Background: an optimization exercise with open tools, aiming at small area, a short achievable clock period and few clock cycles. Do not read the settings as production practice. Where RTL was checked, it was by simulation tests only, not by an equivalence proof against the original. For runs 1 and 2, only the layout was checked, not whether the RTL still works. Power is estimated from default activity; no workload was simulated.

<file path="run.sh">
#!/bin/bash
# synth_recipe.tcl (not shown) runs the flow's synth.tcl, then flattens the netlist and writes it again
# the make line also repeats each setting of config.mk as NAME=value (left out here)
make -C /OpenROAD-flow-scripts/flow DESIGN_CONFIG=/design/flow/config.mk WORK_HOME=/design/flow/orfs CLKGATE_MAP_FILE= SYNTH_SCRIPT=/design/flow/synth_recipe.tcl finish
</file>
<file path="design.v">
module sha256_core (
    input  wire         clk,
    input  wire         rst,         
    input  wire         start,
    input  wire [13:0]  len,         
    output wire         ready,
    input  wire         in_valid,
    input  wire [31:0]  in_data,
    output wire         in_ready,
    output reg          done,
    output wire [255:0] digest
);
    reg [1:0]  ph;           
    reg        run, fin;     
    reg [5:0]  kt;           
    reg        cur_first;    
    reg        cur_last;     
    reg        nf;           
    reg [31:0] a, b, c, d, e, f, g, p;
    reg [31:0] kw;           
    reg [31:0] w [0:15];
    reg [31:0] ra [0:3];     
    reg [31:0] re [0:3];     
    reg        busy;         
    reg        loading;      
    reg        pend;         
    reg        pend_first, pend_last;
    reg [13:0] mlen;
    reg [8:0]  blk, lastblk;
    reg        bfirst, blast;
    reg [12:0] hw_left;      
    reg        hw_nz, hw_one;
    reg [1:0]  rem;
    reg        p80;          
    reg [3:0]  j;            
    reg [3:0]  dsl;          
    reg [3:0]  sc;           
    integer i;
    reg [31:0] k1;
    always @(*) begin
        case (kt)
            6'd0:  k1 = 32'h71374491; 6'd1:  k1 = 32'hb5c0fbcf;
            6'd2:  k1 = 32'he9b5dba5; 6'd3:  k1 = 32'h3956c25b;
            6'd4:  k1 = 32'h59f111f1; 6'd5:  k1 = 32'h923f82a4;
            6'd6:  k1 = 32'hab1c5ed5; 6'd7:  k1 = 32'hd807aa98;
            6'd8:  k1 = 32'h12835b01; 6'd9:  k1 = 32'h243185be;
            6'd10: k1 = 32'h550c7dc3; 6'd11: k1 = 32'h72be5d74;
            6'd12: k1 = 32'h80deb1fe; 6'd13: k1 = 32'h9bdc06a7;
            6'd14: k1 = 32'hc19bf174; 6'd15: k1 = 32'he49b69c1;
            6'd16: k1 = 32'hefbe4786; 6'd17: k1 = 32'h0fc19dc6;
            6'd18: k1 = 32'h240ca1cc; 6'd19: k1 = 32'h2de92c6f;
            6'd20: k1 = 32'h4a7484aa; 6'd21: k1 = 32'h5cb0a9dc;
            6'd22: k1 = 32'h76f988da; 6'd23: k1 = 32'h983e5152;
            6'd24: k1 = 32'ha831c66d; 6'd25: k1 = 32'hb00327c8;
            6'd26: k1 = 32'hbf597fc7; 6'd27: k1 = 32'hc6e00bf3;
            6'd28: k1 = 32'hd5a79147; 6'd29: k1 = 32'h06ca6351;
            6'd30: k1 = 32'h14292967; 6'd31: k1 = 32'h27b70a85;
            6'd32: k1 = 32'h2e1b2138; 6'd33: k1 = 32'h4d2c6dfc;
            6'd34: k1 = 32'h53380d13; 6'd35: k1 = 32'h650a7354;
            6'd36: k1 = 32'h766a0abb; 6'd37: k1 = 32'h81c2c92e;
            6'd38: k1 = 32'h92722c85; 6'd39: k1 = 32'ha2bfe8a1;
            6'd40: k1 = 32'ha81a664b; 6'd41: k1 = 32'hc24b8b70;
            6'd42: k1 = 32'hc76c51a3; 6'd43: k1 = 32'hd192e819;
            6'd44: k1 = 32'hd6990624; 6'd45: k1 = 32'hf40e3585;
            6'd46: k1 = 32'h106aa070; 6'd47: k1 = 32'h19a4c116;
            6'd48: k1 = 32'h1e376c08; 6'd49: k1 = 32'h2748774c;
            6'd50: k1 = 32'h34b0bcb5; 6'd51: k1 = 32'h391c0cb3;
            6'd52: k1 = 32'h4ed8aa4a; 6'd53: k1 = 32'h5b9cca4f;
            6'd54: k1 = 32'h682e6ff3; 6'd55: k1 = 32'h748f82ee;
            6'd56: k1 = 32'h78a5636f; 6'd57: k1 = 32'h84c87814;
            6'd58: k1 = 32'h8cc70208; 6'd59: k1 = 32'h90befffa;
            6'd60: k1 = 32'ha4506ceb; 6'd61: k1 = 32'hbef9a3f7;
            6'd62: k1 = 32'hc67178f2; default: k1 = 32'h428a2f98;
        endcase
    end
    reg [31:0] iva, ive, ive_n;
    always @(*) begin
        case (ph)
            2'd0: begin iva = 32'ha54ff53a; ive = 32'h5be0cd19; ive_n = 32'h1f83d9ab; end
            2'd1: begin iva = 32'h3c6ef372; ive = 32'h1f83d9ab; ive_n = 32'h9b05688c; end
            2'd2: begin iva = 32'hbb67ae85; ive = 32'h9b05688c; ive_n = 32'h510e527f; end
            default: begin iva = 32'h6a09e667; ive = 32'h510e527f; ive_n = 32'h5be0cd19; end
        endcase
    end
    wire acc      = start && !busy;
    wire aligned  = (dsl == 4'd0);
    wire load_wr  = loading && aligned && (!hw_nz || in_valid);
    wire blk_done = load_wr && (j == 4'd15);
    wire ld_ok    = !run || (kt == 6'd0) || (kt >= 6'd52);
    wire ld_go    = (ph == 2'd3) && (busy || acc) && !loading && !pend && ld_ok;
    assign ready    = !busy;
    assign in_ready = loading && aligned && hw_nz;
    wire part = hw_one && (rem != 2'd0);
    reg [31:0] pmask, pconst;
    always @(*) begin
        pmask  = 32'h00000000;
        pconst = 32'h00000000;
        if (hw_nz) begin
            if (part) begin
                case (rem)
                    2'd1:    begin pmask = 32'hff000000; pconst = 32'h00800000; end
                    2'd2:    begin pmask = 32'hffff0000; pconst = 32'h00008000; end
                    default: begin pmask = 32'hffffff00; pconst = 32'h00000080; end
                endcase
            end else begin
                pmask = 32'hffffffff;
            end
        end else if (!p80) begin
            pconst = 32'h80000000;
        end else if ((j == 4'd15) && blast) begin
            pconst = {15'd0, mlen, 3'b000};
        end
    end
    wire [31:0] pw = (in_data & pmask) | pconst;
    wire eng_can = (fin && (ph == 2'd3)) || (!run && !fin);
    wire go      = eng_can && (sc == 4'd15) && (pend || blk_done);
    reg  fprep;   
    wire [31:0] S1  = {e[5:0], e[31:6]} ^ {e[10:0], e[31:11]} ^ {e[24:0], e[31:25]};
    wire [31:0] ch  = (e & f) ^ (~e & g);
    wire [31:0] S0  = {a[1:0], a[31:2]} ^ {a[12:0], a[31:13]} ^ {a[21:0], a[31:22]};
    wire [31:0] maj = (a & b) ^ (a & c) ^ (b & c);
    wire [31:0] t1s = p ^ S1 ^ ch;
    wire [31:0] t1c = {((p[30:0] & S1[30:0]) | (p[30:0] & ch[30:0]) | (S1[30:0] & ch[30:0])), 1'b0};
    wire [31:0] es  = t1s ^ t1c ^ d;
    wire [31:0] ec  = {((t1s[30:0] & t1c[30:0]) | (t1s[30:0] & d[30:0]) | (t1c[30:0] & d[30:0])), 1'b0};
    wire [31:0] u1s = t1s ^ t1c ^ S0;
    wire [31:0] u1c = {((t1s[30:0] & t1c[30:0]) | (t1s[30:0] & S0[30:0]) | (t1c[30:0] & S0[30:0])), 1'b0};
    wire [31:0] u2s = u1s ^ u1c ^ maj;
    wire [31:0] u2c = {((u1s[30:0] & u1c[30:0]) | (u1s[30:0] & maj[30:0]) | (u1c[30:0] & maj[30:0])), 1'b0};
    wire [31:0] e_new, a_new;
    add32_sk u_adde (.x(es), .y(ec), .s(e_new));
    add32_sk u_adda (.x(u2s), .y(u2c), .s(a_new));
    wire [31:0] s0w   = {w[1][6:0], w[1][31:7]} ^ {w[1][17:0], w[1][31:18]} ^ (w[1] >> 3);
    wire [31:0] s1w   = {w[14][16:0], w[14][31:17]} ^ {w[14][18:0], w[14][31:19]} ^ (w[14] >> 10);
    wire [31:0] wn1s, wn1c, wn2s, wn2c, w_new;
    csa32 u_wc1 (.x(s1w), .y(w[9]), .z(s0w), .s(wn1s), .c(wn1c));
    csa32 u_wc2 (.x(wn1s), .y(wn1c), .z(w[0]), .s(wn2s), .c(wn2c));
    add32_sk u_addw (.x(wn2s), .y(wn2c), .s(w_new));
    wire [31:0] hsel_e = cur_first ? ive_n : re[1];
    wire [31:0] p_sum, kw_nxt;
    add32_sk u_addp (.x(g), .y(fprep ? hsel_e : kw), .s(p_sum));
    add32_sk u_addk (.x(k1), .y(w[2]), .s(kw_nxt));
    wire [31:0] p_nxt  = (run || fin && (ph != 2'd3) || go) ? p_sum : g;
    wire [31:0] hsel_a = fin ? (cur_first ? iva : ra[0]) : 32'd0;
    wire [31:0] sum_a;
    add32_sk u_addf (.x(hsel_a), .y(d), .s(sum_a));
    assign digest = {ra[3], ra[2], ra[1], ra[0], re[3], re[2], re[1], re[0]};
    always @(posedge clk) begin
        a <= run ? a_new : (nf ? iva : sum_a);
        e <= run ? e_new : (nf ? ive : p);
        b <= a; c <= b; d <= c;
        f <= e; g <= f;
        p <= p_nxt;
        kw <= kw_nxt;
        for (i = 0; i < 15; i = i + 1)
            w[i] <= w[i+1];
        w[15] <= load_wr ? pw : (run ? w_new : w[0]);
        for (i = 0; i < 3; i = i + 1) begin
            ra[i] <= ra[i+1];
            re[i] <= re[i+1];
        end
        ra[3] <= fin ? sum_a : ra[0];
        re[3] <= fin ? p : re[0];
        if (acc) begin
            mlen    <= len;
            hw_left <= ({1'b0, len} + 15'd3) >> 2;
            hw_nz   <= (len != 14'd0);
            hw_one  <= (len != 14'd0) && (len <= 14'd4);
            rem     <= len[1:0];
            p80     <= 1'b0;
            blk     <= 9'd0;
            bfirst  <= 1'b1;
            lastblk <= ({1'b0, len} + 15'd8) >> 6;
            blast   <= (len < 14'd56);
        end else if (load_wr) begin
            if (hw_nz) begin
                hw_left <= hw_left - 13'd1;
                hw_nz   <= (hw_left != 13'd1);
                hw_one  <= (hw_left == 13'd2);
                if (part) p80 <= 1'b1;
            end else begin
                p80 <= 1'b1;
            end
            if (j == 4'd15) begin
                blk    <= blk + 9'd1;
                bfirst <= 1'b0;
                blast  <= ((blk + 9'd1) == lastblk);
            end
        end
        if (blk_done) begin
            pend_first <= bfirst;
            pend_last  <= blast;
        end
        if (ld_go) begin
            j   <= 4'd0;
            dsl <= 4'd0;
        end else if (loading) begin
            if (load_wr) j <= j + 4'd1;
            else         dsl <= dsl + 4'd1;
        end
        if (go) begin
            cur_first <= pend ? pend_first : bfirst;
            cur_last  <= pend ? pend_last  : blast;
        end
        if (rst) begin
            ph      <= 2'd0;
            sc      <= 4'd0;
            run     <= 1'b0;
            fin     <= 1'b0;
            kt      <= 6'd63;
            nf      <= 1'b1;
            done    <= 1'b0;
            fprep   <= 1'b0;
            busy    <= 1'b0;
            loading <= 1'b0;
            pend    <= 1'b0;
        end else begin
            ph   <= ph + 2'd1;
            sc   <= ld_go ? 4'd0 : sc + 4'd1;
            done <= fin && (ph == 2'd3) && cur_last;
            fprep <= (run && ((kt == 6'd63) || (kt == 6'd0))) || (fin && !ph[1]);
            if (go) begin
                run <= 1'b1;
                fin <= 1'b0;
                kt  <= 6'd1;
            end else if (run) begin
                kt <= kt + 6'd1;
                if (kt == 6'd0) begin
                    run <= 1'b0;
                    fin <= 1'b1;
                    nf  <= cur_last;
                    kt  <= 6'd63;
                end
            end else begin
                kt <= (sc == 4'd14) ? 6'd0 : 6'd63;
                if (fin && (ph == 2'd3))
                    fin <= 1'b0;
            end
            if (acc)
                busy <= 1'b1;
            else if (blk_done && blast)
                busy <= 1'b0;
            if (ld_go)
                loading <= 1'b1;
            else if (blk_done)
                loading <= 1'b0;
            if (blk_done && !go)
                pend <= 1'b1;
            else if (go)
                pend <= 1'b0;
        end
    end
endmodule
module csa32 (
    input  wire [31:0] x, y, z,
    output wire [31:0] s, c
);
    assign s = x ^ y ^ z;
    assign c = {(x[30:0] & y[30:0]) | (x[30:0] & z[30:0]) | (y[30:0] & z[30:0]), 1'b0};
endmodule
module add32_sk (
    input  wire [31:0] x,
    input  wire [31:0] y,
    output wire [31:0] s
);
    wire [31:0] p0 = x ^ y;
    wire [31:0] g0 = x & y;
    wire g_0_1 = g0[1] | (p0[1] & g0[0]);
    wire p_0_1 = p0[1] & p0[0];
    wire g_0_3 = g0[3] | (p0[3] & g0[2]);
    wire p_0_3 = p0[3] & p0[2];
    wire g_0_5 = g0[5] | (p0[5] & g0[4]);
    wire p_0_5 = p0[5] & p0[4];
    wire g_0_7 = g0[7] | (p0[7] & g0[6]);
    wire p_0_7 = p0[7] & p0[6];
    wire g_0_9 = g0[9] | (p0[9] & g0[8]);
    wire p_0_9 = p0[9] & p0[8];
    wire g_0_11 = g0[11] | (p0[11] & g0[10]);
    wire p_0_11 = p0[11] & p0[10];
    wire g_0_13 = g0[13] | (p0[13] & g0[12]);
    wire p_0_13 = p0[13] & p0[12];
    wire g_0_15 = g0[15] | (p0[15] & g0[14]);
    wire p_0_15 = p0[15] & p0[14];
    wire g_0_17 = g0[17] | (p0[17] & g0[16]);
    wire p_0_17 = p0[17] & p0[16];
    wire g_0_19 = g0[19] | (p0[19] & g0[18]);
    wire p_0_19 = p0[19] & p0[18];
    wire g_0_21 = g0[21] | (p0[21] & g0[20]);
    wire p_0_21 = p0[21] & p0[20];
    wire g_0_23 = g0[23] | (p0[23] & g0[22]);
    wire p_0_23 = p0[23] & p0[22];
    wire g_0_25 = g0[25] | (p0[25] & g0[24]);
    wire p_0_25 = p0[25] & p0[24];
    wire g_0_27 = g0[27] | (p0[27] & g0[26]);
    wire p_0_27 = p0[27] & p0[26];
    wire g_0_29 = g0[29] | (p0[29] & g0[28]);
    wire p_0_29 = p0[29] & p0[28];
    wire g_0_31 = g0[31] | (p0[31] & g0[30]);
    wire p_0_31 = p0[31] & p0[30];
    wire g_1_2 = g0[2] | (p0[2] & g_0_1);
    wire p_1_2 = p0[2] & p_0_1;
    wire g_1_3 = g_0_3 | (p_0_3 & g_0_1);
    wire p_1_3 = p_0_3 & p_0_1;
    wire g_1_6 = g0[6] | (p0[6] & g_0_5);
    wire p_1_6 = p0[6] & p_0_5;
    wire g_1_7 = g_0_7 | (p_0_7 & g_0_5);
    wire p_1_7 = p_0_7 & p_0_5;
    wire g_1_10 = g0[10] | (p0[10] & g_0_9);
    wire p_1_10 = p0[10] & p_0_9;
    wire g_1_11 = g_0_11 | (p_0_11 & g_0_9);
    wire p_1_11 = p_0_11 & p_0_9;
    wire g_1_14 = g0[14] | (p0[14] & g_0_13);
    wire p_1_14 = p0[14] & p_0_13;
    wire g_1_15 = g_0_15 | (p_0_15 & g_0_13);
    wire p_1_15 = p_0_15 & p_0_13;
    wire g_1_18 = g0[18] | (p0[18] & g_0_17);
    wire p_1_18 = p0[18] & p_0_17;
    wire g_1_19 = g_0_19 | (p_0_19 & g_0_17);
    wire p_1_19 = p_0_19 & p_0_17;
    wire g_1_22 = g0[22] | (p0[22] & g_0_21);
    wire p_1_22 = p0[22] & p_0_21;
    wire g_1_23 = g_0_23 | (p_0_23 & g_0_21);
    wire p_1_23 = p_0_23 & p_0_21;
    wire g_1_26 = g0[26] | (p0[26] & g_0_25);
    wire p_1_26 = p0[26] & p_0_25;
    wire g_1_27 = g_0_27 | (p_0_27 & g_0_25);
    wire p_1_27 = p_0_27 & p_0_25;
    wire g_1_30 = g0[30] | (p0[30] & g_0_29);
    wire p_1_30 = p0[30] & p_0_29;
    wire g_1_31 = g_0_31 | (p_0_31 & g_0_29);
    wire p_1_31 = p_0_31 & p_0_29;
    wire g_2_4 = g0[4] | (p0[4] & g_1_3);
    wire p_2_4 = p0[4] & p_1_3;
    wire g_2_5 = g_0_5 | (p_0_5 & g_1_3);
    wire p_2_5 = p_0_5 & p_1_3;
    wire g_2_6 = g_1_6 | (p_1_6 & g_1_3);
    wire p_2_6 = p_1_6 & p_1_3;
    wire g_2_7 = g_1_7 | (p_1_7 & g_1_3);
    wire p_2_7 = p_1_7 & p_1_3;
    wire g_2_12 = g0[12] | (p0[12] & g_1_11);
    wire p_2_12 = p0[12] & p_1_11;
    wire g_2_13 = g_0_13 | (p_0_13 & g_1_11);
    wire p_2_13 = p_0_13 & p_1_11;
    wire g_2_14 = g_1_14 | (p_1_14 & g_1_11);
    wire p_2_14 = p_1_14 & p_1_11;
    wire g_2_15 = g_1_15 | (p_1_15 & g_1_11);
    wire p_2_15 = p_1_15 & p_1_11;
    wire g_2_20 = g0[20] | (p0[20] & g_1_19);
    wire p_2_20 = p0[20] & p_1_19;
    wire g_2_21 = g_0_21 | (p_0_21 & g_1_19);
    wire p_2_21 = p_0_21 & p_1_19;
    wire g_2_22 = g_1_22 | (p_1_22 & g_1_19);
    wire p_2_22 = p_1_22 & p_1_19;
    wire g_2_23 = g_1_23 | (p_1_23 & g_1_19);
    wire p_2_23 = p_1_23 & p_1_19;
    wire g_2_28 = g0[28] | (p0[28] & g_1_27);
    wire p_2_28 = p0[28] & p_1_27;
    wire g_2_29 = g_0_29 | (p_0_29 & g_1_27);
    wire p_2_29 = p_0_29 & p_1_27;
    wire g_2_30 = g_1_30 | (p_1_30 & g_1_27);
    wire p_2_30 = p_1_30 & p_1_27;
    wire g_2_31 = g_1_31 | (p_1_31 & g_1_27);
    wire p_2_31 = p_1_31 & p_1_27;
    wire g_3_8 = g0[8] | (p0[8] & g_2_7);
    wire p_3_8 = p0[8] & p_2_7;
    wire g_3_9 = g_0_9 | (p_0_9 & g_2_7);
    wire p_3_9 = p_0_9 & p_2_7;
    wire g_3_10 = g_1_10 | (p_1_10 & g_2_7);
    wire p_3_10 = p_1_10 & p_2_7;
    wire g_3_11 = g_1_11 | (p_1_11 & g_2_7);
    wire p_3_11 = p_1_11 & p_2_7;
    wire g_3_12 = g_2_12 | (p_2_12 & g_2_7);
    wire p_3_12 = p_2_12 & p_2_7;
    wire g_3_13 = g_2_13 | (p_2_13 & g_2_7);
    wire p_3_13 = p_2_13 & p_2_7;
    wire g_3_14 = g_2_14 | (p_2_14 & g_2_7);
    wire p_3_14 = p_2_14 & p_2_7;
    wire g_3_15 = g_2_15 | (p_2_15 & g_2_7);
    wire p_3_15 = p_2_15 & p_2_7;
    wire g_3_24 = g0[24] | (p0[24] & g_2_23);
    wire p_3_24 = p0[24] & p_2_23;
    wire g_3_25 = g_0_25 | (p_0_25 & g_2_23);
    wire p_3_25 = p_0_25 & p_2_23;
    wire g_3_26 = g_1_26 | (p_1_26 & g_2_23);
    wire p_3_26 = p_1_26 & p_2_23;
    wire g_3_27 = g_1_27 | (p_1_27 & g_2_23);
    wire p_3_27 = p_1_27 & p_2_23;
    wire g_3_28 = g_2_28 | (p_2_28 & g_2_23);
    wire p_3_28 = p_2_28 & p_2_23;
    wire g_3_29 = g_2_29 | (p_2_29 & g_2_23);
    wire p_3_29 = p_2_29 & p_2_23;
    wire g_3_30 = g_2_30 | (p_2_30 & g_2_23);
    wire p_3_30 = p_2_30 & p_2_23;
    wire g_3_31 = g_2_31 | (p_2_31 & g_2_23);
    wire p_3_31 = p_2_31 & p_2_23;
    wire g_4_16 = g0[16] | (p0[16] & g_3_15);
    wire p_4_16 = p0[16] & p_3_15;
    wire g_4_17 = g_0_17 | (p_0_17 & g_3_15);
    wire p_4_17 = p_0_17 & p_3_15;
    wire g_4_18 = g_1_18 | (p_1_18 & g_3_15);
    wire p_4_18 = p_1_18 & p_3_15;
    wire g_4_19 = g_1_19 | (p_1_19 & g_3_15);
    wire p_4_19 = p_1_19 & p_3_15;
    wire g_4_20 = g_2_20 | (p_2_20 & g_3_15);
    wire p_4_20 = p_2_20 & p_3_15;
    wire g_4_21 = g_2_21 | (p_2_21 & g_3_15);
    wire p_4_21 = p_2_21 & p_3_15;
    wire g_4_22 = g_2_22 | (p_2_22 & g_3_15);
    wire p_4_22 = p_2_22 & p_3_15;
    wire g_4_23 = g_2_23 | (p_2_23 & g_3_15);
    wire p_4_23 = p_2_23 & p_3_15;
    wire g_4_24 = g_3_24 | (p_3_24 & g_3_15);
    wire p_4_24 = p_3_24 & p_3_15;
    wire g_4_25 = g_3_25 | (p_3_25 & g_3_15);
    wire p_4_25 = p_3_25 & p_3_15;
    wire g_4_26 = g_3_26 | (p_3_26 & g_3_15);
    wire p_4_26 = p_3_26 & p_3_15;
    wire g_4_27 = g_3_27 | (p_3_27 & g_3_15);
    wire p_4_27 = p_3_27 & p_3_15;
    wire g_4_28 = g_3_28 | (p_3_28 & g_3_15);
    wire p_4_28 = p_3_28 & p_3_15;
    wire g_4_29 = g_3_29 | (p_3_29 & g_3_15);
    wire p_4_29 = p_3_29 & p_3_15;
    wire g_4_30 = g_3_30 | (p_3_30 & g_3_15);
    wire p_4_30 = p_3_30 & p_3_15;
    wire g_4_31 = g_3_31 | (p_3_31 & g_3_15);
    wire p_4_31 = p_3_31 & p_3_15;
    wire [31:0] cy = {g_4_30, g_4_29, g_4_28, g_4_27, g_4_26, g_4_25, g_4_24, g_4_23, g_4_22, g_4_21, g_4_20, g_4_19, g_4_18, g_4_17, g_4_16, g_3_15, g_3_14, g_3_13, g_3_12, g_3_11, g_3_10, g_3_9, g_3_8, g_2_7, g_2_6, g_2_5, g_2_4, g_1_3, g_1_2, g_0_1, g0[0], 1'b0};
    assign s = p0 ^ cy;
endmodule
module add32_bk (
    input  wire [31:0] x,
    input  wire [31:0] y,
    output wire [31:0] s
);
    wire [31:0] p0 = x ^ y;
    wire [31:0] g0 = x & y;
    wire g_0_1 = g0[1] | (p0[1] & g0[0]);
    wire p_0_1 = p0[1] & p0[0];
    wire g_0_3 = g0[3] | (p0[3] & g0[2]);
    wire p_0_3 = p0[3] & p0[2];
    wire g_0_5 = g0[5] | (p0[5] & g0[4]);
    wire p_0_5 = p0[5] & p0[4];
    wire g_0_7 = g0[7] | (p0[7] & g0[6]);
    wire p_0_7 = p0[7] & p0[6];
    wire g_0_9 = g0[9] | (p0[9] & g0[8]);
    wire p_0_9 = p0[9] & p0[8];
    wire g_0_11 = g0[11] | (p0[11] & g0[10]);
    wire p_0_11 = p0[11] & p0[10];
    wire g_0_13 = g0[13] | (p0[13] & g0[12]);
    wire p_0_13 = p0[13] & p0[12];
    wire g_0_15 = g0[15] | (p0[15] & g0[14]);
    wire p_0_15 = p0[15] & p0[14];
    wire g_0_17 = g0[17] | (p0[17] & g0[16]);
    wire p_0_17 = p0[17] & p0[16];
    wire g_0_19 = g0[19] | (p0[19] & g0[18]);
    wire p_0_19 = p0[19] & p0[18];
    wire g_0_21 = g0[21] | (p0[21] & g0[20]);
    wire p_0_21 = p0[21] & p0[20];
    wire g_0_23 = g0[23] | (p0[23] & g0[22]);
    wire p_0_23 = p0[23] & p0[22];
    wire g_0_25 = g0[25] | (p0[25] & g0[24]);
    wire p_0_25 = p0[25] & p0[24];
    wire g_0_27 = g0[27] | (p0[27] & g0[26]);
    wire p_0_27 = p0[27] & p0[26];
    wire g_0_29 = g0[29] | (p0[29] & g0[28]);
    wire p_0_29 = p0[29] & p0[28];
    wire g_0_31 = g0[31] | (p0[31] & g0[30]);
    wire p_0_31 = p0[31] & p0[30];
    wire g_1_3 = g_0_3 | (p_0_3 & g_0_1);
    wire p_1_3 = p_0_3 & p_0_1;
    wire g_1_7 = g_0_7 | (p_0_7 & g_0_5);
    wire p_1_7 = p_0_7 & p_0_5;
    wire g_1_11 = g_0_11 | (p_0_11 & g_0_9);
    wire p_1_11 = p_0_11 & p_0_9;
    wire g_1_15 = g_0_15 | (p_0_15 & g_0_13);
    wire p_1_15 = p_0_15 & p_0_13;
    wire g_1_19 = g_0_19 | (p_0_19 & g_0_17);
    wire p_1_19 = p_0_19 & p_0_17;
    wire g_1_23 = g_0_23 | (p_0_23 & g_0_21);
    wire p_1_23 = p_0_23 & p_0_21;
    wire g_1_27 = g_0_27 | (p_0_27 & g_0_25);
    wire p_1_27 = p_0_27 & p_0_25;
    wire g_1_31 = g_0_31 | (p_0_31 & g_0_29);
    wire p_1_31 = p_0_31 & p_0_29;
    wire g_2_7 = g_1_7 | (p_1_7 & g_1_3);
    wire p_2_7 = p_1_7 & p_1_3;
    wire g_2_15 = g_1_15 | (p_1_15 & g_1_11);
    wire p_2_15 = p_1_15 & p_1_11;
    wire g_2_23 = g_1_23 | (p_1_23 & g_1_19);
    wire p_2_23 = p_1_23 & p_1_19;
    wire g_2_31 = g_1_31 | (p_1_31 & g_1_27);
    wire p_2_31 = p_1_31 & p_1_27;
    wire g_3_15 = g_2_15 | (p_2_15 & g_2_7);
    wire p_3_15 = p_2_15 & p_2_7;
    wire g_3_31 = g_2_31 | (p_2_31 & g_2_23);
    wire p_3_31 = p_2_31 & p_2_23;
    wire g_4_31 = g_3_31 | (p_3_31 & g_3_15);
    wire p_4_31 = p_3_31 & p_3_15;
    wire g_5_23 = g_2_23 | (p_2_23 & g_3_15);
    wire p_5_23 = p_2_23 & p_3_15;
    wire g_6_11 = g_1_11 | (p_1_11 & g_2_7);
    wire p_6_11 = p_1_11 & p_2_7;
    wire g_6_19 = g_1_19 | (p_1_19 & g_3_15);
    wire p_6_19 = p_1_19 & p_3_15;
    wire g_6_27 = g_1_27 | (p_1_27 & g_5_23);
    wire p_6_27 = p_1_27 & p_5_23;
    wire g_7_5 = g_0_5 | (p_0_5 & g_1_3);
    wire p_7_5 = p_0_5 & p_1_3;
    wire g_7_9 = g_0_9 | (p_0_9 & g_2_7);
    wire p_7_9 = p_0_9 & p_2_7;
    wire g_7_13 = g_0_13 | (p_0_13 & g_6_11);
    wire p_7_13 = p_0_13 & p_6_11;
    wire g_7_17 = g_0_17 | (p_0_17 & g_3_15);
    wire p_7_17 = p_0_17 & p_3_15;
    wire g_7_21 = g_0_21 | (p_0_21 & g_6_19);
    wire p_7_21 = p_0_21 & p_6_19;
    wire g_7_25 = g_0_25 | (p_0_25 & g_5_23);
    wire p_7_25 = p_0_25 & p_5_23;
    wire g_7_29 = g_0_29 | (p_0_29 & g_6_27);
    wire p_7_29 = p_0_29 & p_6_27;
    wire g_8_2 = g0[2] | (p0[2] & g_0_1);
    wire p_8_2 = p0[2] & p_0_1;
    wire g_8_4 = g0[4] | (p0[4] & g_1_3);
    wire p_8_4 = p0[4] & p_1_3;
    wire g_8_6 = g0[6] | (p0[6] & g_7_5);
    wire p_8_6 = p0[6] & p_7_5;
    wire g_8_8 = g0[8] | (p0[8] & g_2_7);
    wire p_8_8 = p0[8] & p_2_7;
    wire g_8_10 = g0[10] | (p0[10] & g_7_9);
    wire p_8_10 = p0[10] & p_7_9;
    wire g_8_12 = g0[12] | (p0[12] & g_6_11);
    wire p_8_12 = p0[12] & p_6_11;
    wire g_8_14 = g0[14] | (p0[14] & g_7_13);
    wire p_8_14 = p0[14] & p_7_13;
    wire g_8_16 = g0[16] | (p0[16] & g_3_15);
    wire p_8_16 = p0[16] & p_3_15;
    wire g_8_18 = g0[18] | (p0[18] & g_7_17);
    wire p_8_18 = p0[18] & p_7_17;
    wire g_8_20 = g0[20] | (p0[20] & g_6_19);
    wire p_8_20 = p0[20] & p_6_19;
    wire g_8_22 = g0[22] | (p0[22] & g_7_21);
    wire p_8_22 = p0[22] & p_7_21;
    wire g_8_24 = g0[24] | (p0[24] & g_5_23);
    wire p_8_24 = p0[24] & p_5_23;
    wire g_8_26 = g0[26] | (p0[26] & g_7_25);
    wire p_8_26 = p0[26] & p_7_25;
    wire g_8_28 = g0[28] | (p0[28] & g_6_27);
    wire p_8_28 = p0[28] & p_6_27;
    wire g_8_30 = g0[30] | (p0[30] & g_7_29);
    wire p_8_30 = p0[30] & p_7_29;
    wire [31:0] cy = {g_8_30, g_7_29, g_8_28, g_6_27, g_8_26, g_7_25, g_8_24, g_5_23, g_8_22, g_7_21, g_8_20, g_6_19, g_8_18, g_7_17, g_8_16, g_3_15, g_8_14, g_7_13, g_8_12, g_6_11, g_8_10, g_7_9, g_8_8, g_2_7, g_8_6, g_7_5, g_8_4, g_1_3, g_8_2, g_0_1, g0[0], 1'b0};
    assign s = p0 ^ cy;
endmodule
module add32_ks (
    input  wire [31:0] x,
    input  wire [31:0] y,
    output wire [31:0] s
);
    wire [31:0] p0 = x ^ y;
    wire [31:0] g0 = x & y;
    wire g_0_1 = g0[1] | (p0[1] & g0[0]);
    wire p_0_1 = p0[1] & p0[0];
    wire g_0_2 = g0[2] | (p0[2] & g0[1]);
    wire p_0_2 = p0[2] & p0[1];
    wire g_0_3 = g0[3] | (p0[3] & g0[2]);
    wire p_0_3 = p0[3] & p0[2];
    wire g_0_4 = g0[4] | (p0[4] & g0[3]);
    wire p_0_4 = p0[4] & p0[3];
    wire g_0_5 = g0[5] | (p0[5] & g0[4]);
    wire p_0_5 = p0[5] & p0[4];
    wire g_0_6 = g0[6] | (p0[6] & g0[5]);
    wire p_0_6 = p0[6] & p0[5];
    wire g_0_7 = g0[7] | (p0[7] & g0[6]);
    wire p_0_7 = p0[7] & p0[6];
    wire g_0_8 = g0[8] | (p0[8] & g0[7]);
    wire p_0_8 = p0[8] & p0[7];
    wire g_0_9 = g0[9] | (p0[9] & g0[8]);
    wire p_0_9 = p0[9] & p0[8];
    wire g_0_10 = g0[10] | (p0[10] & g0[9]);
    wire p_0_10 = p0[10] & p0[9];
    wire g_0_11 = g0[11] | (p0[11] & g0[10]);
    wire p_0_11 = p0[11] & p0[10];
    wire g_0_12 = g0[12] | (p0[12] & g0[11]);
    wire p_0_12 = p0[12] & p0[11];
    wire g_0_13 = g0[13] | (p0[13] & g0[12]);
    wire p_0_13 = p0[13] & p0[12];
    wire g_0_14 = g0[14] | (p0[14] & g0[13]);
    wire p_0_14 = p0[14] & p0[13];
    wire g_0_15 = g0[15] | (p0[15] & g0[14]);
    wire p_0_15 = p0[15] & p0[14];
    wire g_0_16 = g0[16] | (p0[16] & g0[15]);
    wire p_0_16 = p0[16] & p0[15];
    wire g_0_17 = g0[17] | (p0[17] & g0[16]);
    wire p_0_17 = p0[17] & p0[16];
    wire g_0_18 = g0[18] | (p0[18] & g0[17]);
    wire p_0_18 = p0[18] & p0[17];
    wire g_0_19 = g0[19] | (p0[19] & g0[18]);
    wire p_0_19 = p0[19] & p0[18];
    wire g_0_20 = g0[20] | (p0[20] & g0[19]);
    wire p_0_20 = p0[20] & p0[19];
    wire g_0_21 = g0[21] | (p0[21] & g0[20]);
    wire p_0_21 = p0[21] & p0[20];
    wire g_0_22 = g0[22] | (p0[22] & g0[21]);
    wire p_0_22 = p0[22] & p0[21];
    wire g_0_23 = g0[23] | (p0[23] & g0[22]);
    wire p_0_23 = p0[23] & p0[22];
    wire g_0_24 = g0[24] | (p0[24] & g0[23]);
    wire p_0_24 = p0[24] & p0[23];
    wire g_0_25 = g0[25] | (p0[25] & g0[24]);
    wire p_0_25 = p0[25] & p0[24];
    wire g_0_26 = g0[26] | (p0[26] & g0[25]);
    wire p_0_26 = p0[26] & p0[25];
    wire g_0_27 = g0[27] | (p0[27] & g0[26]);
    wire p_0_27 = p0[27] & p0[26];
    wire g_0_28 = g0[28] | (p0[28] & g0[27]);
    wire p_0_28 = p0[28] & p0[27];
    wire g_0_29 = g0[29] | (p0[29] & g0[28]);
    wire p_0_29 = p0[29] & p0[28];
    wire g_0_30 = g0[30] | (p0[30] & g0[29]);
    wire p_0_30 = p0[30] & p0[29];
    wire g_0_31 = g0[31] | (p0[31] & g0[30]);
    wire p_0_31 = p0[31] & p0[30];
    wire g_1_2 = g_0_2 | (p_0_2 & g0[0]);
    wire p_1_2 = p_0_2 & p0[0];
    wire g_1_3 = g_0_3 | (p_0_3 & g_0_1);
    wire p_1_3 = p_0_3 & p_0_1;
    wire g_1_4 = g_0_4 | (p_0_4 & g_0_2);
    wire p_1_4 = p_0_4 & p_0_2;
    wire g_1_5 = g_0_5 | (p_0_5 & g_0_3);
    wire p_1_5 = p_0_5 & p_0_3;
    wire g_1_6 = g_0_6 | (p_0_6 & g_0_4);
    wire p_1_6 = p_0_6 & p_0_4;
    wire g_1_7 = g_0_7 | (p_0_7 & g_0_5);
    wire p_1_7 = p_0_7 & p_0_5;
    wire g_1_8 = g_0_8 | (p_0_8 & g_0_6);
    wire p_1_8 = p_0_8 & p_0_6;
    wire g_1_9 = g_0_9 | (p_0_9 & g_0_7);
    wire p_1_9 = p_0_9 & p_0_7;
    wire g_1_10 = g_0_10 | (p_0_10 & g_0_8);
    wire p_1_10 = p_0_10 & p_0_8;
    wire g_1_11 = g_0_11 | (p_0_11 & g_0_9);
    wire p_1_11 = p_0_11 & p_0_9;
    wire g_1_12 = g_0_12 | (p_0_12 & g_0_10);
    wire p_1_12 = p_0_12 & p_0_10;
    wire g_1_13 = g_0_13 | (p_0_13 & g_0_11);
    wire p_1_13 = p_0_13 & p_0_11;
    wire g_1_14 = g_0_14 | (p_0_14 & g_0_12);
    wire p_1_14 = p_0_14 & p_0_12;
    wire g_1_15 = g_0_15 | (p_0_15 & g_0_13);
    wire p_1_15 = p_0_15 & p_0_13;
    wire g_1_16 = g_0_16 | (p_0_16 & g_0_14);
    wire p_1_16 = p_0_16 & p_0_14;
    wire g_1_17 = g_0_17 | (p_0_17 & g_0_15);
    wire p_1_17 = p_0_17 & p_0_15;
    wire g_1_18 = g_0_18 | (p_0_18 & g_0_16);
    wire p_1_18 = p_0_18 & p_0_16;
    wire g_1_19 = g_0_19 | (p_0_19 & g_0_17);
    wire p_1_19 = p_0_19 & p_0_17;
    wire g_1_20 = g_0_20 | (p_0_20 & g_0_18);
    wire p_1_20 = p_0_20 & p_0_18;
    wire g_1_21 = g_0_21 | (p_0_21 & g_0_19);
    wire p_1_21 = p_0_21 & p_0_19;
    wire g_1_22 = g_0_22 | (p_0_22 & g_0_20);
    wire p_1_22 = p_0_22 & p_0_20;
    wire g_1_23 = g_0_23 | (p_0_23 & g_0_21);
    wire p_1_23 = p_0_23 & p_0_21;
    wire g_1_24 = g_0_24 | (p_0_24 & g_0_22);
    wire p_1_24 = p_0_24 & p_0_22;
    wire g_1_25 = g_0_25 | (p_0_25 & g_0_23);
    wire p_1_25 = p_0_25 & p_0_23;
    wire g_1_26 = g_0_26 | (p_0_26 & g_0_24);
    wire p_1_26 = p_0_26 & p_0_24;
    wire g_1_27 = g_0_27 | (p_0_27 & g_0_25);
    wire p_1_27 = p_0_27 & p_0_25;
    wire g_1_28 = g_0_28 | (p_0_28 & g_0_26);
    wire p_1_28 = p_0_28 & p_0_26;
    wire g_1_29 = g_0_29 | (p_0_29 & g_0_27);
    wire p_1_29 = p_0_29 & p_0_27;
    wire g_1_30 = g_0_30 | (p_0_30 & g_0_28);
    wire p_1_30 = p_0_30 & p_0_28;
    wire g_1_31 = g_0_31 | (p_0_31 & g_0_29);
    wire p_1_31 = p_0_31 & p_0_29;
    wire g_2_4 = g_1_4 | (p_1_4 & g0[0]);
    wire p_2_4 = p_1_4 & p0[0];
    wire g_2_5 = g_1_5 | (p_1_5 & g_0_1);
    wire p_2_5 = p_1_5 & p_0_1;
    wire g_2_6 = g_1_6 | (p_1_6 & g_1_2);
    wire p_2_6 = p_1_6 & p_1_2;
    wire g_2_7 = g_1_7 | (p_1_7 & g_1_3);
    wire p_2_7 = p_1_7 & p_1_3;
    wire g_2_8 = g_1_8 | (p_1_8 & g_1_4);
    wire p_2_8 = p_1_8 & p_1_4;
    wire g_2_9 = g_1_9 | (p_1_9 & g_1_5);
    wire p_2_9 = p_1_9 & p_1_5;
    wire g_2_10 = g_1_10 | (p_1_10 & g_1_6);
    wire p_2_10 = p_1_10 & p_1_6;
    wire g_2_11 = g_1_11 | (p_1_11 & g_1_7);
    wire p_2_11 = p_1_11 & p_1_7;
    wire g_2_12 = g_1_12 | (p_1_12 & g_1_8);
    wire p_2_12 = p_1_12 & p_1_8;
    wire g_2_13 = g_1_13 | (p_1_13 & g_1_9);
    wire p_2_13 = p_1_13 & p_1_9;
    wire g_2_14 = g_1_14 | (p_1_14 & g_1_10);
    wire p_2_14 = p_1_14 & p_1_10;
    wire g_2_15 = g_1_15 | (p_1_15 & g_1_11);
    wire p_2_15 = p_1_15 & p_1_11;
    wire g_2_16 = g_1_16 | (p_1_16 & g_1_12);
    wire p_2_16 = p_1_16 & p_1_12;
    wire g_2_17 = g_1_17 | (p_1_17 & g_1_13);
    wire p_2_17 = p_1_17 & p_1_13;
    wire g_2_18 = g_1_18 | (p_1_18 & g_1_14);
    wire p_2_18 = p_1_18 & p_1_14;
    wire g_2_19 = g_1_19 | (p_1_19 & g_1_15);
    wire p_2_19 = p_1_19 & p_1_15;
    wire g_2_20 = g_1_20 | (p_1_20 & g_1_16);
    wire p_2_20 = p_1_20 & p_1_16;
    wire g_2_21 = g_1_21 | (p_1_21 & g_1_17);
    wire p_2_21 = p_1_21 & p_1_17;
    wire g_2_22 = g_1_22 | (p_1_22 & g_1_18);
    wire p_2_22 = p_1_22 & p_1_18;
    wire g_2_23 = g_1_23 | (p_1_23 & g_1_19);
    wire p_2_23 = p_1_23 & p_1_19;
    wire g_2_24 = g_1_24 | (p_1_24 & g_1_20);
    wire p_2_24 = p_1_24 & p_1_20;
    wire g_2_25 = g_1_25 | (p_1_25 & g_1_21);
    wire p_2_25 = p_1_25 & p_1_21;
    wire g_2_26 = g_1_26 | (p_1_26 & g_1_22);
    wire p_2_26 = p_1_26 & p_1_22;
    wire g_2_27 = g_1_27 | (p_1_27 & g_1_23);
    wire p_2_27 = p_1_27 & p_1_23;
    wire g_2_28 = g_1_28 | (p_1_28 & g_1_24);
    wire p_2_28 = p_1_28 & p_1_24;
    wire g_2_29 = g_1_29 | (p_1_29 & g_1_25);
    wire p_2_29 = p_1_29 & p_1_25;
    wire g_2_30 = g_1_30 | (p_1_30 & g_1_26);
    wire p_2_30 = p_1_30 & p_1_26;
    wire g_2_31 = g_1_31 | (p_1_31 & g_1_27);
    wire p_2_31 = p_1_31 & p_1_27;
    wire g_3_8 = g_2_8 | (p_2_8 & g0[0]);
    wire p_3_8 = p_2_8 & p0[0];
    wire g_3_9 = g_2_9 | (p_2_9 & g_0_1);
    wire p_3_9 = p_2_9 & p_0_1;
    wire g_3_10 = g_2_10 | (p_2_10 & g_1_2);
    wire p_3_10 = p_2_10 & p_1_2;
    wire g_3_11 = g_2_11 | (p_2_11 & g_1_3);
    wire p_3_11 = p_2_11 & p_1_3;
    wire g_3_12 = g_2_12 | (p_2_12 & g_2_4);
    wire p_3_12 = p_2_12 & p_2_4;
    wire g_3_13 = g_2_13 | (p_2_13 & g_2_5);
    wire p_3_13 = p_2_13 & p_2_5;
    wire g_3_14 = g_2_14 | (p_2_14 & g_2_6);
    wire p_3_14 = p_2_14 & p_2_6;
    wire g_3_15 = g_2_15 | (p_2_15 & g_2_7);
    wire p_3_15 = p_2_15 & p_2_7;
    wire g_3_16 = g_2_16 | (p_2_16 & g_2_8);
    wire p_3_16 = p_2_16 & p_2_8;
    wire g_3_17 = g_2_17 | (p_2_17 & g_2_9);
    wire p_3_17 = p_2_17 & p_2_9;
    wire g_3_18 = g_2_18 | (p_2_18 & g_2_10);
    wire p_3_18 = p_2_18 & p_2_10;
    wire g_3_19 = g_2_19 | (p_2_19 & g_2_11);
    wire p_3_19 = p_2_19 & p_2_11;
    wire g_3_20 = g_2_20 | (p_2_20 & g_2_12);
    wire p_3_20 = p_2_20 & p_2_12;
    wire g_3_21 = g_2_21 | (p_2_21 & g_2_13);
    wire p_3_21 = p_2_21 & p_2_13;
    wire g_3_22 = g_2_22 | (p_2_22 & g_2_14);
    wire p_3_22 = p_2_22 & p_2_14;
    wire g_3_23 = g_2_23 | (p_2_23 & g_2_15);
    wire p_3_23 = p_2_23 & p_2_15;
    wire g_3_24 = g_2_24 | (p_2_24 & g_2_16);
    wire p_3_24 = p_2_24 & p_2_16;
    wire g_3_25 = g_2_25 | (p_2_25 & g_2_17);
    wire p_3_25 = p_2_25 & p_2_17;
    wire g_3_26 = g_2_26 | (p_2_26 & g_2_18);
    wire p_3_26 = p_2_26 & p_2_18;
    wire g_3_27 = g_2_27 | (p_2_27 & g_2_19);
    wire p_3_27 = p_2_27 & p_2_19;
    wire g_3_28 = g_2_28 | (p_2_28 & g_2_20);
    wire p_3_28 = p_2_28 & p_2_20;
    wire g_3_29 = g_2_29 | (p_2_29 & g_2_21);
    wire p_3_29 = p_2_29 & p_2_21;
    wire g_3_30 = g_2_30 | (p_2_30 & g_2_22);
    wire p_3_30 = p_2_30 & p_2_22;
    wire g_3_31 = g_2_31 | (p_2_31 & g_2_23);
    wire p_3_31 = p_2_31 & p_2_23;
    wire g_4_16 = g_3_16 | (p_3_16 & g0[0]);
    wire p_4_16 = p_3_16 & p0[0];
    wire g_4_17 = g_3_17 | (p_3_17 & g_0_1);
    wire p_4_17 = p_3_17 & p_0_1;
    wire g_4_18 = g_3_18 | (p_3_18 & g_1_2);
    wire p_4_18 = p_3_18 & p_1_2;
    wire g_4_19 = g_3_19 | (p_3_19 & g_1_3);
    wire p_4_19 = p_3_19 & p_1_3;
    wire g_4_20 = g_3_20 | (p_3_20 & g_2_4);
    wire p_4_20 = p_3_20 & p_2_4;
    wire g_4_21 = g_3_21 | (p_3_21 & g_2_5);
    wire p_4_21 = p_3_21 & p_2_5;
    wire g_4_22 = g_3_22 | (p_3_22 & g_2_6);
    wire p_4_22 = p_3_22 & p_2_6;
    wire g_4_23 = g_3_23 | (p_3_23 & g_2_7);
    wire p_4_23 = p_3_23 & p_2_7;
    wire g_4_24 = g_3_24 | (p_3_24 & g_3_8);
    wire p_4_24 = p_3_24 & p_3_8;
    wire g_4_25 = g_3_25 | (p_3_25 & g_3_9);
    wire p_4_25 = p_3_25 & p_3_9;
    wire g_4_26 = g_3_26 | (p_3_26 & g_3_10);
    wire p_4_26 = p_3_26 & p_3_10;
    wire g_4_27 = g_3_27 | (p_3_27 & g_3_11);
    wire p_4_27 = p_3_27 & p_3_11;
    wire g_4_28 = g_3_28 | (p_3_28 & g_3_12);
    wire p_4_28 = p_3_28 & p_3_12;
    wire g_4_29 = g_3_29 | (p_3_29 & g_3_13);
    wire p_4_29 = p_3_29 & p_3_13;
    wire g_4_30 = g_3_30 | (p_3_30 & g_3_14);
    wire p_4_30 = p_3_30 & p_3_14;
    wire g_4_31 = g_3_31 | (p_3_31 & g_3_15);
    wire p_4_31 = p_3_31 & p_3_15;
    wire [31:0] cy = {g_4_30, g_4_29, g_4_28, g_4_27, g_4_26, g_4_25, g_4_24, g_4_23, g_4_22, g_4_21, g_4_20, g_4_19, g_4_18, g_4_17, g_4_16, g_3_15, g_3_14, g_3_13, g_3_12, g_3_11, g_3_10, g_3_9, g_3_8, g_2_7, g_2_6, g_2_5, g_2_4, g_1_3, g_1_2, g_0_1, g0[0], 1'b0};
    assign s = p0 ^ cy;
endmodule
</file>
<file path="config.mk">
export PLATFORM = sky130hd
export DESIGN_NAME = sha256_core
export DESIGN_NICKNAME = sha256_core
export VERILOG_FILES = /design/flow/design.v
export SDC_FILE = /design/flow/constraint.sdc
export NUM_CORES = 4
export LEC_CHECK = 0
export ABC_AREA = 1
export CAP_MARGIN = 20
export CORE_MARGIN = 2
export CORE_UTILIZATION = 55
export SETUP_SLACK_MARGIN = 5
export SLEW_MARGIN = 20
</file>
<file path="constraint.sdc">
create_clock -name core_clock -period 10.0 [get_ports {clk}]
set_input_delay 2.0000 -clock core_clock [delete_from_list [all_inputs] [get_ports {clk}]]
set_output_delay 2.0000 -clock core_clock [all_outputs]
set_load 0.01 [all_outputs]
</file>
==> run summary, run 1 <==
latest clock arrival within the worst-skew pair: 0.74 ns
Seq cells post-synth: 1138
VDD IR max: 0.2648 mV
most common library cells after synthesis: 1095 x dfxtp_1, 1084 x nand2_1, 680 x inv_1, 329 x nor2_1, 294 x a21oi_1
initial antenna violation count: 7
Initial Utilization: 0.5547
cell taking the most area after synthesis: dfxtp_1
WL/cell: 22.23 um
critical path cell sequence: buf_4, inv_2, nor2_2, inv_1, a21oi_1, nor4_1, ha_1, fa_1, nand3_1, nand3_1, nand3_1, nand2_1, nand3_1, nand3_2, fa_1, xor2_1
CP Launch Type: flop
HP Start: w[8][17]$_DFF_P_
via/cell ratio: 5.424
first-pass GRT wire length: 226500 um
Max-slew headroom: 0.2839
switching fraction of total power: 0.3656
vias in the first global route: 37108
Area contributors post-synth: dfxtp_1 46%, nand2_1 8.5%, fa_1 8.1%
cell with the most instances after synthesis: dfxtp_1
crit share post-route: 0.4843
slowest CP cell: nor2_2
Slowest Stage Delay on Critical Path: 0.80 ns
total core area: 86750 um2
Chip Height: 299.8 um
CTS Buffer Depth: 3
leakage power figure: 25.97 nW
setup violators final: 0
Fin Clk Skew: 0.05724 ns
Layout Nets: 6110
Post-Syn Area: 48120 um2
number of fill cells: 7259
Clock power frac: 0.295
Reg-to-Reg Start: kt[5]$_SDFF_PP1_
Top Family by Delay on Critical Path: simple AND/OR/NAND/NOR gates
Setup TNS: 0 ns
crit-path max FO: 18
Vias: 37347
GRT Residual Overflow: 0
clock-pin slew on the worst setup and hold paths: 0.07 ns
Num Clock Sinks: 1138
top_reg_cell synth: dfxtp_1
fmax: 206.5 MHz
post-synthesis net count: 5792
Pre-antenna DRT Iters: 6
worst-case reg-to-reg path depth: 16
CP Class: reg -> reg
largest net degree at the start of global routing: 58
Hold Crit Class: reg -> reg
switching pwr: 5.316 mW
CP Depth: 16
GP Congestion: 1.002
TritonCTS clock tree: built
worst path required time: 10.59 ns
post-synth cell types: 58
Async SR Flop Fraction: 0
io pins: 309
# hold bufs at CTS: 0
Hold Path Stages: 0
Starting DRT DRC Count: 3151
combinational fraction of design power: 0.355
Buf/Inv on CP: 3
PwrDens: 258.9 nW/um2
root buffer cell: clkbuf_16
Num CTS Buffers: 108
Die Area: 89870 um2
WP data arrival: 5.44 ns
MaxCap Viol Count: 0
Row Count: 108
post-synthesis sequential area ratio: 0.4824
Power, Total: 14.54 mW
Critical Path End Type: flop
Worst-Margin Slew: 1.074 ns
Syn Area/Cell: 9.037 um2
worst setup path start: kt[5]$_SDFF_PP1_
EDFF count, synth: 43
synth warn: 7
cell count after synthesis: 5325
min Tclk post-route: 4.843 ns
DP Wirelength: 118200 um
P_int: 9.226 mW
overall routing resource usage: 0.3379
cell mode on critical path: nand3_1
Antenna Nets Post-Route: 0
drt total wl: 153100 um
status: finished clean
RSZ-0062 raised after global routing: true
Sequential Power Share: 0.350
I/O Buffers: 308
H-tree depth: 3
pins over their slew limit: 0
layout cells sized above 1: 0.04607
Yosys top cell area share: 0.4556
die width: 299.8 um
Hold Vio Cnt, Final: 0
drt drc: 0
Area Growth Syn to Fin: 16.70%
[metrics by stage]
stage	setup WS (ns)	area, um2	hold slack (ns)	utilization	std cells
2_1_floorplan	5.954	48120	0.3096	-	5325
3_3_place_gp	5.095	52300	0.3095	0.6029	6685
3_5_place_dp	5.218	52300	0.3121	0.6029	6685
4_1_cts	5.163	56120	0.2684	0.6469	6882
5_1_grt	4.998	56160	0.2742	0.6473	6885
6_report	5.157	56160	0.2792	0.6473	6886
[per-layer routing]
metal	global-route usage	wire, um
met1	0.4116	60350
met5	0	13
met2	0.5784	74110
met3	0.05159	9655
met4	0.1780	8937
[cells by family (layout without fill, tap and decap cells)]
logic type,Yosys count,count (layout),synth area share
adder cells (fa/ha/maj),427,427,0.1409
AO/OA/AOI/OAI,780,780,0.09303
flip-flops,1138,1138,0.4824
AND/OR/NAND/NOR,1818,1818,0.1551
other,0,1,0
multiplexers,17,17,0.003536
buffers and inverters,821,1226,0.06602
XOR/XNOR,324,324,0.05897
[sequential cells by signal, summed over array words and instances, names as in the netlist, 13 cells and up]
register	flops
w	512
ra	128
re	128
a	32
b	32
c	32
d	32
e	32
f	32
g	32
kw	32
p	32
mlen	14
hw_left	13
[cells in the final DEF, fill, tap and decap left out, types with 17 or more instances in the layout]
cell,Yosys,layout
o21bai_1,39,39
mux2i_1,17,17
ha_1,222,221
nor3_1,43,42
a31oi_1,28,28
fa_1,195,195
a21oi_1,294,294
a21o_1,18,18
clkbuf_16,0,109
nand3b_1,22,22
xnor2_1,149,149
clkbuf_8,0,20
edfxtp_1,43,43
inv_1,680,677
buf_4,9,33
nor2_1,329,327
nand2_1,1084,1083
o22ai_1,23,23
xor2_1,175,175
dfxtp_1,1095,1091
clkdlybuf4s50_1,0,308
nand3_1,293,293
o211ai_1,24,24
o21ai_0,255,254
[path summary, 6_finish.rpt]
check	to	slack [ns]
hold reg to reg	w[7][17]$_DFF_P_	0.28
setup / recovery	kw[17]$_DFF_P_	5.16
setup reg to reg	kw[17]$_DFF_P_	5.16
hold / removal	w[7][17]$_DFF_P_	0.28
[cell type report]
cell class,instances,area [um2],area share
clock buffer,141,3052,0.05434
clock inverter,56,762.0,0.01357
inverter,688,2587,0.04608
multi-input combinational,3366,21760,0.3875
timing repair buffer,341,3331,0.05931
sequential,1138,23220,0.4135
tap,1155,1445,0.02573
antenna,1,2.502,0.00004456
[timing repair]
action,4_1_cts,5_1_grt
setup buffers,0,3
resized for setup,0,5
setup endpoints to repair,0,2
[power by group through the flow]
stage               clock network (mW)  logic (mW)  registers, mW
floorplan                            0        3.90           5.06
global placement                     0        4.95           5.18
detailed placement                   0        5.04           5.19
CTS                               4.34        5.12           5.09
global route                      4.52        5.86           5.11
finish                            4.29        5.16           5.10
==> run 2: changes to the inputs <==
--- a/config.mk
+++ b/config.mk
@@ -6,5 +6,4 @@
 export NUM_CORES = 4
 export LEC_CHECK = 0
-export ABC_AREA = 1
 export CAP_MARGIN = 20
 export CORE_MARGIN = 2
==> run 2 against run 1 <==
Effect of this change:
- still clean
- total power fell by 2.3%
- die area decreased by 4.2%
- global-route usage is 2.4 points lower
- worst hold slack improved by 0.012 ns
- via count down 16%
- clock power grew 0.9%
- final cell count decreased by 18%
- largest cell class unchanged
- largest power group is now registers
- highest routed layer unchanged
==> run summary, run 2 <==
max reg flops: 512
most frequent cells in the layout: 1069 x dfxtp_1, 308 x clkdlybuf4s50_1, 293 x xnor2_1
via/cell ratio: 5.557
root buffer cell: clkbuf_16
largest net degree at the start of global routing: 80
most common library cells after synthesis: 1095 x dfxtp_1, 300 x xnor2_1, 283 x a21oi_1, 250 x nor2_1, 230 x nand2_1
drt drc: 0
slowest CP cell: o41a_1
cell with the most instances after synthesis: dfxtp_1
HP Start: w[4][17]$_DFF_P_
overall routing resource usage: 0.3135
Starting DRT DRC Count: 2401
initial antenna violation count: 3
I/O Buffers: 308
EDFF count, synth: 43
Layout Nets: 4971
RSZ-0062 raised after global routing: true
TritonCTS clock tree: built
RR Endpoint: kw[27]$_DFF_P_
Final Util: 0.6555
leakage power figure: 22.97 nW
io pins: 309
area of the multi-input gates: 21750 um2
layout cells sized above 1: 0.09221
Area Growth Syn to Fin: 18.52%
fin worst setup slack: 5.097 ns
H-tree depth: 3
Num Clock Sinks: 1138
worst path required time: 10.63 ns
Buf/Inv on CP: 4
Chip Height: 293.4 um
fmax: 203.9 MHz
vias in the first global route: 31424
worst-case reg-to-reg path depth: 20
Largest Register: w
Hold Crit Class: reg -> reg
post-synth cell types: 83
Post-Syn Area: 46060 um2
VDD IR max: 0.2748 mV
Area after DPL: 50240 um2
min Tclk post-route: 4.903 ns
Syn Area/Cell: 11.03 um2
synth warn: 7
Yosys top cell area share: 0.4759
drt total wl: 135500 um
Async SR Flop Fraction: 0
WL/cell: 23.86 um
critical path cell sequence: buf_6, clkinvlp_4, buf_4, ha_1, or2_2, and3_1, a21oi_1, mux4_2, ha_1, a21o_1, a21o_1, a21o_1, a22o_1, a21oi_2, buf_4, o41ai_4, o41a_1, a21o_1, a21oi_1, xnor2_1
number of fill cells: 6660
Area contributors post-synth: dfxtp_1 48%, fa_1 8.5%, ha_1 6.0%
Seq cells post-synth: 1138
Worst Hold End: w[3][17]$_DFF_P_
total core area: 83290 um2
CP Launch Type: flop
Worst-Margin Slew: 1.113 ns
DP Wirelength: 103700 um
Fin Clk Skew: 0.03888 ns
crit-path max FO: 24
reg2reg setup slack: 5.10 ns
Critical Path End Type: flop
cell count after synthesis: 4178
Slowest Stage Delay on Critical Path: 0.44 ns
biggest regs: w (512), ra (128), re (128)
cell taking the most area after synthesis: dfxtp_1
Top Family by Delay on Critical Path: compound AO/OA/AOI/OAI gates
Reg-to-Reg Start: kt[0]$_SDFF_PP1_
Storage cell area: 23270 um2
Final Cell Area: 54590 um2
commonest non-fill, non-tap cell in the layout: dfxtp_1
GRT Residual Overflow: 0
Power, Total: 14.20 mW
Max-slew headroom: 0.2543
clock-pin slew on the worst setup and hold paths: 0.07 ns
pins over their slew limit: 0
PwrDens: 260.1 nW/um2
pre-CTS WS: 4.592 ns
cell mode on critical path: a21o_1
Antenna Nets Post-Route: 0
Hold Path Stages: 0
CP Class: reg -> reg
GP Congestion: 0.9487
setup violators final: 0
post-synthesis sequential area ratio: 0.5039
top_reg_cell synth: dfxtp_1
Row Count: 106
Num CTS Buffers: 109
Setup TNS: 0 ns
post-synthesis net count: 4645
Die Area: 86080 um2
Vias: 31557
latest clock arrival within the worst-skew pair: 0.70 ns
CTS Buffer Depth: 3
first-pass GRT wire length: 199500 um
# hold bufs at CTS: 0
WP data arrival: 5.53 ns
MaxCap Viol Count: 0
Initial Utilization: 0.5530
Pre-antenna DRT Iters: 6
Hold Vio Cnt, Final: 0
crit share post-route: 0.4903
die width: 293.4 um
status: finished clean
## run 2: cell types whose count changed after synthesis, moves of 32 or more
cell	change
nand3_1	-236
nor2b_1	+32
nand2_1	-854
inv_1	-463
a21o_1	+88
mux2i_1	+40
a211oi_1	+34
nor2_1	-79
mux2_2	+63
xnor2_1	+151
o21ai_0	-59
## run 2: routing by layer
layer | part of all wire | routed length (um) | track usage | vias to the layer above
li1 | - | - | - | 14904
met1 | 0.40 | 54030 | 0.3892 | 15367
met2 | 0.49 | 66840 | 0.5413 | 998
met3 | 0.061 | 8218 | 0.04939 | 284
met4 | 0.047 | 6387 | 0.1343 | 4
met5 | 0.00019 | 26 | 0 | -
## run 2: what timing repair did
action                                  CTS  global route
cloned                                    0             0
pin swaps                                14            16
setup buffers                             9             8
endpoints found under the setup margin   25            36
resized for setup                        38            46
## run 2: cells by family after synthesis
kind of cell / synth area share
buffers and inverters: 0.03010
adders and majority gates: 0.1490
and+or+nand+nor: 0.07606
DFF: 0.5039
muxes: 0.03170
AOI/OAI and AO/OA: 0.1212
xor gates and xnor gates: 0.08803
## run 2: layout make-up
type,instances,area share
clock inverter,60,0.01446
inverter,223,0.01545
multi-input combinational,2672,0.3984
timing repair buffer,360,0.06449
clock buffer,145,0.05615
tap,1080,0.02475
antenna,1,0.00004584
sequential,1138,0.4262
## run 2: power breakdown
| part | internal (mW) | total [mW] | switching (mW) |
|---|---|---|---|
| logic | 2.21 | 4.79 | 2.58 |
| registers | 4.82 | 5.09 | 0.263 |
| clock network | 2.52 | 4.33 | 1.81 |
## run 2: worst max path at each step
stage                                end  slack [ns]  cells after the start        startpoint
after floorplan           kw[27]$_DFF_P_        5.29                     22  kt[2]$_SDFF_PP1_
after global placement    kw[27]$_DFF_P_        4.63                     20  kt[1]$_SDFF_PP1_
after detailed placement  kw[27]$_DFF_P_        4.59                     19  kt[1]$_SDFF_PP1_
after CTS                 kw[27]$_DFF_P_        4.97                     20  kt[1]$_SDFF_PP1_
after global routing      kw[27]$_DFF_P_        4.93                     20  kt[0]$_SDFF_PP1_
final                     kw[27]$_DFF_P_        5.10                     20  kt[0]$_SDFF_PP1_
## run 2: metrics by stage
| stage | hold slack (ns) | std cells |
|---|---|---|
| after CTS | 0.2899 | 5670 |
| final | 0.2916 | 5679 |
| after floorplan | 0.3096 | 4178 |
| after global routing | 0.3011 | 5678 |
| after detailed placement | 0.3121 | 5456 |
| after global placement | 0.3096 | 5456 |
==> run 3: changes to the inputs <==
--- a/design.v
+++ b/design.v
@@ -18,5 +18,5 @@
     reg        nf;           
     reg [31:0] a, b, c, d, e, f, g, p;
-    reg [31:0] kw;           
+    reg [31:0] kq;           
     reg [31:0] w [0:15];
     reg [31:0] ra [0:3];     
@@ -138,7 +138,7 @@
     add32_sk u_addw (.x(wn2s), .y(wn2c), .s(w_new));
     wire [31:0] hsel_e = cur_first ? ive_n : re[1];
-    wire [31:0] p_sum, kw_nxt;
-    add32_sk u_addp (.x(g), .y(fprep ? hsel_e : kw), .s(p_sum));
-    add32_sk u_addk (.x(k1), .y(w[2]), .s(kw_nxt));
+    wire [31:0] pcs, pcc, p_sum;
+    csa32 u_pc (.x(g), .y(fprep ? hsel_e : kq), .z(fprep ? 32'd0 : w[1]), .s(pcs), .c(pcc));
+    add32_sk u_addp (.x(pcs), .y(pcc), .s(p_sum));
     wire [31:0] p_nxt  = (run || fin && (ph != 2'd3) || go) ? p_sum : g;
     wire [31:0] hsel_a = fin ? (cur_first ? iva : ra[0]) : 32'd0;
@@ -152,5 +152,5 @@
         f <= e; g <= f;
         p <= p_nxt;
-        kw <= kw_nxt;
+        kq <= k1;
         for (i = 0; i < 15; i = i + 1)
             w[i] <= w[i+1];
==> run 3 against run 2 <==
Effect of this change:
- still clean
- register-to-register slack better by 0.02 ns
- worst hold slack better by 0.00087 ns
- routed wire length down 0.20%
- sequential share of layout area up 0.31 points
- global-route usage up 0.14 points
- setup slack better by 0.016 ns
- flip-flop and latch count unchanged
- largest cell class unchanged
==> run summary, run 3 <==
reg2reg setup slack: 5.11 ns
overall routing resource usage: 0.3149
Die Area: 85380 um2
Hold Crit Class: reg -> reg
Fin Clk Skew: 0.07138 ns
cell taking the most area after synthesis: dfxtp_1
top_reg_cell synth: dfxtp_1
most common library cells after synthesis: 1095 x dfxtp_1, 297 x xnor2_1, 266 x nand2_1, 250 x nor2_1, 244 x inv_1
cell with the most instances after synthesis: dfxtp_1
Row Count: 105
Post-Syn Area: 45680 um2
DP Wirelength: 102300 um
Hold Vio Cnt, Final: 0
critical path cell sequence: xor2_2, xnor2_2, fa_2, xnor2_4, xnor2_2, ha_1, a211oi_2, o21bai_1, o41ai_4, o22ai_4, a22o_1, a221o_1, a221o_1, a311oi_2, xor2_1, a21oi_1
Critical Path End: e[30]$_DFF_P_
initial antenna violation count: 2
PwrDens: 268.9 nW/um2
post-synth cell types: 80
leakage power figure: 22.61 nW
Setup TNS: 0 ns
worst path required time: 10.53 ns
Pre-antenna DRT Iters: 6
Critical Path End Type: flop
Buf/Inv on CP: 0
Starting DRT DRC Count: 2808
total core area: 82110 um2
via/cell ratio: 5.566
MaxCap Viol Count: 0
I/O Buffers: 308
latest clock arrival within the worst-skew pair: 0.72 ns
RR Endpoint: e[30]$_DFF_P_
slowest CP cell: fa_2
pins over their slew limit: 0
Reg-to-Reg Start: e[27]$_DFF_P_
drt drc: 0
min Tclk post-route: 4.887 ns
Antenna Nets Post-Route: 0
CP Class: reg -> reg
Num CTS Buffers: 109
Area contributors post-synth: dfxtp_1 48%, fa_1 9.6%, xnor2_1 5.7%
status: finished clean
first-pass GRT wire length: 198400 um
Seq cells post-synth: 1138
Async SR Flop Fraction: 0
Finished Layout Cells: 5630
GRT Residual Overflow: 0
Area Growth Syn to Fin: 18.66%
vias in the first global route: 30382
cell count after synthesis: 4151
io pins: 309
WL/cell: 24.02 um
die width: 292.2 um
commonest non-fill, non-tap cell in the layout: dfxtp_1
# placed instances: 5412
number of fill cells: 6482
layout cells sized above 1: 0.08844
Slowest Stage Delay on Critical Path: 0.54 ns
fmax: 204.6 MHz
Max-slew headroom: 0.3042
largest net degree at the start of global routing: 73
Vias: 31339
Initial Utilization: 0.5564
H-tree depth: 3
CP Depth: 16
Storage cell area: 23270 um2
post-synthesis sequential area ratio: 0.5081
CTS Buffer Depth: 3
worst setup path start: e[27]$_DFF_P_
synth warn: 7
root buffer cell: clkbuf_16
area of the multi-input gates: 21260 um2
Layout Nets: 4925
WP data arrival: 5.42 ns
crit-path max FO: 5
Syn Area/Cell: 11.01 um2
drt total wl: 135200 um
setup violators final: 0
worst-case reg-to-reg path depth: 16
CP Launch Type: flop
Top Family by Delay on Critical Path: compound AO/OA/AOI/OAI gates
Largest Register: w
RSZ-0062 raised after global routing: true
Hold Path Stages: 0
biggest regs: w (512), ra (128), re (128)
EDFF count, synth: 43
crit share post-route: 0.4887
Chip Height: 292.2 um
post-synthesis net count: 4614
TritonCTS clock tree: built
Yosys top cell area share: 0.4799
VDD IR max: 0.2086 mV
Worst-Margin Slew: 1.042 ns
max reg flops: 512
GP Congestion: 0.9866
clock-pin slew on the worst setup and hold paths: 0.07 ns
Num Clock Sinks: 1138
Final Hold Slack: 0.2925 ns
most frequent cells in the layout: 1058 x dfxtp_1, 308 x clkdlybuf4s50_1, 289 x xnor2_1
[run 3: what timing repair did]
action,4_1_cts,5_1_grt
endpoints found under the hold margin,0,0
gates resized for setup,35,60
setup buffers,3,5
gates cloned,0,1
hold buffers,0,0
pin swaps,5,13
setup endpoints to repair,18,27
[run 3: power by group]
group	internal (mW)	switching, mW	leakage (nW)	total [mW]
Clock	2.57	1.84	1.93	4.41
Sequential	4.82	0.276	9.38	5.10
Combinational	2.27	2.81	11.3	5.08
Total	9.65	4.92	22.6	14.6
[run 3: how the worst min path moves through the flow]
| stage | slack, ns | from | to |
|---|---|---|---|
| CTS | 0.29 | re[2][7]$_DFF_P_ | re[1][7]$_DFF_P_ |
| detailed placement | 0.31 | w[10][6]$_DFF_P_ | w[9][6]$_DFF_P_ |
| global placement | 0.31 | w[8][21]$_DFF_P_ | w[7][21]$_DFF_P_ |
| finish | 0.29 | re[2][7]$_DFF_P_ | re[1][7]$_DFF_P_ |
| floorplan | 0.31 | w[11][0]$_DFF_P_ | w[10][0]$_DFF_P_ |
| global route | 0.30 | w[7][12]$_DFF_P_ | w[6][12]$_DFF_P_ |
[run 3: cells by family (layout without fill, tap and decap cells)]
group,after synthesis,count (layout),synth area share
other cells,0,3,0
compound gates,832,832,0.1144
flops,1138,1138,0.5081
buf+inv,399,805,0.03289
xor+xnor,454,454,0.08704
fa+ha+maj,431,431,0.1532
mux,114,114,0.02709
simple gates,783,783,0.07724
[run 3: layout make-up]
| class | instances | area share |
|---|---|---|
| Clock buffer | 146 | 0.05699 |
| Inverter | 248 | 0.01722 |
| Multi-Input combinational cell | 2614 | 0.3921 |
| Tap cell | 1070 | 0.02470 |
| Sequential cell | 1138 | 0.4293 |
| Timing Repair Buffer | 351 | 0.06368 |
| Antenna cell | 3 | 0.0001385 |
| Clock inverter | 60 | 0.01588 |
[run 3: per-layer routing]
layer	vias up	GRT usage	routed length, um
met5	-	0	0
met4	0	0.1148	5187
met3	254	0.06515	10830
met2	1274	0.4664	57580
met1	15159	0.4555	61640
li1	14652	-	-
[run 3: through the flow]
stage	power, mW	utilization	instance area, um2	setup WS (ns)
2_1_floorplan	8.778	-	45680	5.288
3_3_place_gp	9.908	0.6067	49820	4.355
3_5_place_dp	9.958	0.6067	49820	4.417
4_1_cts	14.47	0.6568	53930	5.000
5_1_grt	15.43	0.6601	54200	4.950
6_report	14.58	0.6602	54210	5.113
Testbench counts of run 3, summed over its fixed seeds: cycles 53,064.

[afterwards: timing with drivers on the ports]
No port has a modelled driver above. Below, the same layouts with a new extraction and two added sets of constraints. Step 1 sets driving cells, clkbuf_16 on the clock port and buf_2 on the other inputs (assumed; they add their load-dependent delay and slew). Step 2, shift: input delay + t, output delay - t, t = (earliest + latest rising clock arrival at the registers) / 2. This alone moves slack from input paths to output paths. Three values: ideal, step 1, step 2; two values: the first two.
run | shift t [ns] | setup WS [ns]
run 1 | 0.788 | 5.157 / 5.157 / 5.157
run 2 | 0.750 | 5.097 / 5.097 / 4.751
run 3 | 0.756 | 5.113 / 5.113 / 4.807
After both steps every run listed still meets setup and hold.
